Context: an optimization exercise on an open-source flow, tuned for small area, a short achievable clock period and few clock cycles. The choices shown serve that exercise and are no tape-out recipe. RTL that was checked went through simulation tests only; none was proved equivalent to the original. Power is estimated from default activity; no workload was simulated.

== east ==
==> flow/design.v <==
module rvf_curve_builder (
    input  wire        clk,
    input  wire        rst,
    input  wire        start,
    input  wire [6:0]  bw,           
    input  wire [6:0]  bh,           
    output wire        idle,
    output reg         wr_valid,
    output reg  [11:0] wr_addr,      
    output reg  [11:0] wr_data,      
    output reg         done
);
    reg        idle_r;
    reg        su;               
    reg        run;              
    reg        f1, f2;           
    reg [6:0]  gw;               
    reg        k0;               
    reg [5:0]  ox, oy;           
    reg [5:0]  xh;               
    reg [6:0]  yh;               
    reg [11:0] t;                
    reg        vd;               
    reg [5:0]  xd, yd;           
    reg [5:0]  ty;               
    reg [11:0] rb;               
    reg        ev;               
    reg [5:0]  xa;               
    assign idle = idle_r;
    wire [6:0] gh = yh;
    wire [5:0] w1 = gw[5:0] - 6'd1;
    wire [5:0] h1 = gh[5:0] - 6'd1;
    wire [5:0] v = w1 | h1;
    wire [5:0] th;               
    genvar gj;
    generate for (gj = 0; gj < 6; gj = gj + 1) begin : g_th
        assign th[gj] = |v[5:gj];
    end endgenerate
    wire [5:0] dw = th & ~w1;    
    wire [5:0] dh = th & ~h1;
    wire [5:0] ox_w = {1'b0, dw[5:1]};
    wire [5:0] oy_w = {1'b0, dh[5:1]};
    wire [6:0] cw = {1'b0, dw} + 7'd1;
    wire [6:0] ch = {1'b0, dh} + 7'd1;
    wire [5:0] xh_w = th & ~cw[6:1];
    wire [5:0] yh_w = th & ~ch[6:1];
    wire [5:0] d1, d0, sw, cp;
    wire [5:0] x, y;
    generate for (gj = 0; gj < 6; gj = gj + 1) begin : g_pos
        assign d1[gj] = t[2*gj+1];
        assign d0[gj] = t[2*gj];
        if (gj == 5) begin : g_top
            assign sw[gj] = k0;
            assign cp[gj] = 1'b0;
        end else begin : g_low
            assign sw[gj] = k0 ^ ((5 - gj) % 2 == 1) ^ (^d1[5:gj+1]) ^ (^d0[5:gj+1]);
            assign cp[gj] = ^(d1[5:gj+1] & d0[5:gj+1]);
        end
        assign x[gj] = d1[gj] ^ cp[gj] ^ (d0[gj] & sw[gj]);
        assign y[gj] = d1[gj] ^ cp[gj] ^ (d0[gj] & ~sw[gj]);
    end endgenerate
    wire [5:0] glx = ~xd & ox, elx = ~(xd ^ ox);
    wire [5:0] ghx = xd & ~xh, ehx = ~(xd ^ xh);
    wire [5:0] gly = ~yd & oy, ely = ~(yd ^ oy);
    wire [5:0] ghy = yd & ~yh[5:0], ehy = ~(yd ^ yh[5:0]);
    wire [5:0] ltx, gtx, lty, gty, out;
    generate for (gj = 0; gj < 6; gj = gj + 1) begin : g_cmp
        if (gj == 5) begin : g_top
            assign ltx[gj] = glx[gj];
            assign gtx[gj] = ghx[gj];
            assign lty[gj] = gly[gj];
            assign gty[gj] = ghy[gj];
        end else begin : g_low
            assign ltx[gj] = ltx[gj+1] | (glx[gj] & (&elx[5:gj+1]));
            assign gtx[gj] = gtx[gj+1] | (ghx[gj] & (&ehx[5:gj+1]));
            assign lty[gj] = lty[gj+1] | (gly[gj] & (&ely[5:gj+1]));
            assign gty[gj] = gty[gj+1] | (ghy[gj] & (&ehy[5:gj+1]));
        end
        assign out[gj] = ltx[gj] | gtx[gj] | lty[gj] | gty[gj];
    end endgenerate
    wire [6:0] sk;
    assign sk[0] = vd & out[0];
    generate for (gj = 1; gj < 6; gj = gj + 1) begin : g_sk
        assign sk[gj] = vd & out[gj] & t[0] & ~(|t[2*gj-1:1]);
    end endgenerate
    assign sk[6] = 1'b0;
    wire [11:0] m;
    generate for (gj = 0; gj < 12; gj = gj + 1) begin : g_m
        assign m[gj] = sk[gj/2 + 1];
    end endgenerate
    wire [11:0] tm = t | m;
    wire [11:0] cy;              
    wire [11:0] t_step;
    generate for (gj = 0; gj < 12; gj = gj + 1) begin : g_step
        if (gj == 0) begin : g_b0
            assign cy[gj] = 1'b1;
        end else begin : g_bn
            assign cy[gj] = &tm[gj-1:0];
        end
        assign t_step[gj] = (tm[gj] ^ cy[gj]) & ~m[gj];
    end endgenerate
    wire t_last = vd & (sk[1] ? (&tm) : ~(|t));
    wire bubble = sk[1];         
    wire [5:0] ty_p = ty + 6'd1;
    wire [5:0] ty_m = ty - 6'd1;
    wire       y_eq = (yd == ty);
    wire [5:0] gu = yd & ~ty, eu = ~(yd ^ ty);
    wire [5:0] upc;              
    generate for (gj = 0; gj < 6; gj = gj + 1) begin : g_up
        if (gj == 5) begin : g_top
            assign upc[gj] = gu[gj];
        end else begin : g_low
            assign upc[gj] = upc[gj+1] | (gu[gj] & (&eu[5:gj+1]));
        end
    end endgenerate
    wire       y_up = vd & upc[0];
    wire       y_dn = vd & ~upc[0] & ~y_eq;
    wire       y_st = ~y_up & ~y_dn;
    wire       near = y_eq | (yd == ty_p) | (yd == ty_m);
    wire       emit = run & vd & ~out[0];
    wire       stall = emit & ~near;
    wire [11:0] rb_p = rb + {5'd0, gw};
    wire [11:0] rb_m = rb - {5'd0, gw};
    always @(posedge clk) begin
        if (rst) begin
            idle_r   <= 1'b1;
            su       <= 1'b0;
            run      <= 1'b0;
            f1       <= 1'b0;
            f2       <= 1'b0;
            ev       <= 1'b0;
            vd       <= 1'b0;
            wr_valid <= 1'b0;
            done     <= 1'b0;
        end else begin
            su       <= idle_r & start;
            f1       <= run & t_last & ~stall;
            if (su) vd <= 1'b0;
            else if (!stall) vd <= ~bubble;
            f2       <= f1;
            done     <= f2;
            ev       <= emit & near;
            wr_valid <= ev;
            if (idle_r & start) idle_r <= 1'b0;
            if (f2) idle_r <= 1'b1;
            if (su) run <= 1'b1;
            if (run & t_last & ~stall) run <= 1'b0;
        end
        if (idle_r) begin
            gw <= bw;
            yh <= bh;
        end
        if (su) begin
            k0 <= ^th;
            ox <= ox_w;
            oy <= oy_w;
            xh <= xh_w;
            yh <= {1'b0, yh_w};
        end
        if (su) begin
            t  <= 12'd0;
            ty <= oy_w;
            rb <= -{6'd0, ox_w};
        end else begin
            if (!stall) begin
                t  <= t_step;
                xd <= x;
                yd <= y;
            end
            ty <= ({6{y_up}} & ty_p) | ({6{y_dn}} & ty_m) | ({6{y_st}} & ty);
            rb <= ({12{y_up}} & rb_p) | ({12{y_dn}} & rb_m) | ({12{y_st}} & rb);
        end
        xa <= xd;
        wr_addr <= rb + {6'd0, xa};
        if (su) wr_data <= 12'd0;
        else wr_data <= wr_data + {11'd0, wr_valid};
    end
endmodule
clock: 10.0 ns
lec_check: 0
abc_area: 1
cap_margin: 20
core_margin: 2
core_utilization: 40
place_density: 0.6
slew_margin: 20
standard.sh (not shown) runs the stock make flow with config.mk's settings and CLKGATE_MAP_FILE= SYNTH_SCRIPT=/design/flow/synth_recipe.tcl, a recipe that flattens the netlist after the stock synthesis.
==> flow/flow/run.sh <==
#!/bin/bash
# The standard layout (standard.sh), with two changes to how it is made:
# timing repair aims at a setup margin of 6.9 ns, and the port buffers are
# sky130_fd_sc_hd__buf_2 cells. make's full output goes to standard_flow.log,
# each tool's own log to orfs/logs/.
set -euo pipefail
bash standard.sh SETUP_SLACK_MARGIN=6.9 'BUFFER_PORTS_ARGS=-buffer_cell sky130_fd_sc_hd__buf_2' finish > standard_flow.log 2>&1
Testbench counts of east, summed over its fixed seeds: cycles 157,109.
### east -> west
diff --git a/flow/design.v b/flow/design.v
--- a/flow/design.v
+++ b/flow/design.v
@@ -23,12 +23,13 @@
     reg        vd;               
     reg [5:0]  xd, yd;           
     reg [5:0]  ty;               
     reg [11:0] rb;               
     reg        ev;               
     reg [5:0]  xa;               
+    reg        mu, md;           
     assign idle = idle_r;
     wire [6:0] gh = yh;
     wire [5:0] w1 = gw[5:0] - 6'd1;
     wire [5:0] h1 = gh[5:0] - 6'd1;
     wire [5:0] v = w1 | h1;
     wire [5:0] th;               
@@ -98,32 +99,22 @@
             assign cy[gj] = &tm[gj-1:0];
         end
         assign t_step[gj] = (tm[gj] ^ cy[gj]) & ~m[gj];
     end endgenerate
     wire t_last = vd & (sk[1] ? (&tm) : ~(|t));
     wire bubble = sk[1];         
-    wire [5:0] ty_p = ty + 6'd1;
-    wire [5:0] ty_m = ty - 6'd1;
-    wire       y_eq = (yd == ty);
-    wire [5:0] gu = yd & ~ty, eu = ~(yd ^ ty);
-    wire [5:0] upc;              
-    generate for (gj = 0; gj < 6; gj = gj + 1) begin : g_up
-        if (gj == 5) begin : g_top
-            assign upc[gj] = gu[gj];
-        end else begin : g_low
-            assign upc[gj] = upc[gj+1] | (gu[gj] & (&eu[5:gj+1]));
-        end
-    end endgenerate
-    wire       y_up = vd & upc[0];
-    wire       y_dn = vd & ~upc[0] & ~y_eq;
-    wire       y_st = ~y_up & ~y_dn;
-    wire       near = y_eq | (yd == ty_p) | (yd == ty_m);
+    wire [6:0] dy = {1'b0, yd} - {1'b0, ty};       
+    wire       y_eq = ~|dy;
+    wire       near = y_eq | (dy == 7'h01) | (dy == 7'h7f);
+    wire       y_up = vd & ~dy[6] & ~y_eq;
+    wire       y_dn = vd & dy[6];
     wire       emit = run & vd & ~out[0];
     wire       stall = emit & ~near;
-    wire [11:0] rb_p = rb + {5'd0, gw};
-    wire [11:0] rb_m = rb - {5'd0, gw};
+    wire [5:0]  ty_n = ty + {{5{y_dn}}, y_up | y_dn};
+    wire [11:0] rb_d = ({12{mu}} & {5'd0, gw}) | ({12{md}} & ~{5'd0, gw});
+    wire [11:0] rb_n = rb + rb_d + {11'd0, md};
     always @(posedge clk) begin
         if (rst) begin
             idle_r   <= 1'b1;
             su       <= 1'b0;
             run      <= 1'b0;
             f1       <= 1'b0;
@@ -157,22 +148,23 @@
             xh <= xh_w;
             yh <= {1'b0, yh_w};
         end
         if (su) begin
             t  <= 12'd0;
             ty <= oy_w;
-            rb <= -{6'd0, ox_w};
         end else begin
             if (!stall) begin
                 t  <= t_step;
                 xd <= x;
                 yd <= y;
             end
-            ty <= ({6{y_up}} & ty_p) | ({6{y_dn}} & ty_m) | ({6{y_st}} & ty);
-            rb <= ({12{y_up}} & rb_p) | ({12{y_dn}} & rb_m) | ({12{y_st}} & rb);
+            ty <= ty_n;
         end
+        mu <= y_up & ~su;
+        md <= y_dn & ~su;
+        rb <= su ? -{6'd0, ox_w} : rb_n;
         xa <= xd;
-        wr_addr <= rb + {6'd0, xa};
+        wr_addr <= rb_n + {6'd0, xa};
         if (su) wr_data <= 12'd0;
         else wr_data <= wr_data + {11'd0, wr_valid};
     end
 endmodule
--- outcome ---
west finished every step from synthesis to the final layout, and the layout passed the timing, DRC and antenna checks. Looking at total power, west sits about 23% above east. From east to west the numbers moved as follows: fraction of the mapped netlist area in compound gates decreased 0.71 points; basic-gate share of the synthesized area counting and, or, nand and nor cells decreased 2.8 points; non-clock buffer instance count of the final layout increased 31. [compare] base=east new=west: required time of the critical path increased by 2.27 ns relative to the old numbers, multi-input gate share of the layout cell area went down, die width fell by about 1.8%. Sort east and west by overall routed net length, descending, and east comes first. Going from east to west, the final hold slack was found to have gone up by 0.0035 ns. In the tables for east and west, switching power as a share of total power reads lower with west. Count of clock-buffer cells in the layout delta for west relative to east: 12 higher. east ended up with reg2out as its path type of the worst setup path; west ended up with reg2reg. west vs east, instance count on the critical path went up by 23. Final cell count without fillers (west over east): decrease, 82.
For west, only the layout was checked, not whether the RTL still works.

[separate check: timing with driven ports]
No port has a modelled driver above. Below, the same layouts with a new extraction and two added sets of constraints. Step 1 sets driving cells, clkbuf_16 on the clock port and buf_2 on the other inputs (assumed; they add their load-dependent delay and slew). Step 2, shift: input delay + t, output delay - t, t = (earliest + latest rising clock arrival at the registers) / 2. This alone moves slack from input paths to output paths. Slacks: ideal ports / drivers / drivers and shift; pairs: ideal ports / drivers.
run	t, ns	setup slack, ns	slew at the worst register clock pin (ns)
east	0.400	7.029 / 6.987 / 7.171	0.09 / 0.09
west	0.443	7.006 / 6.993 / 7.006	0.06 / 0.06
After both steps every run listed still meets setup and hold.
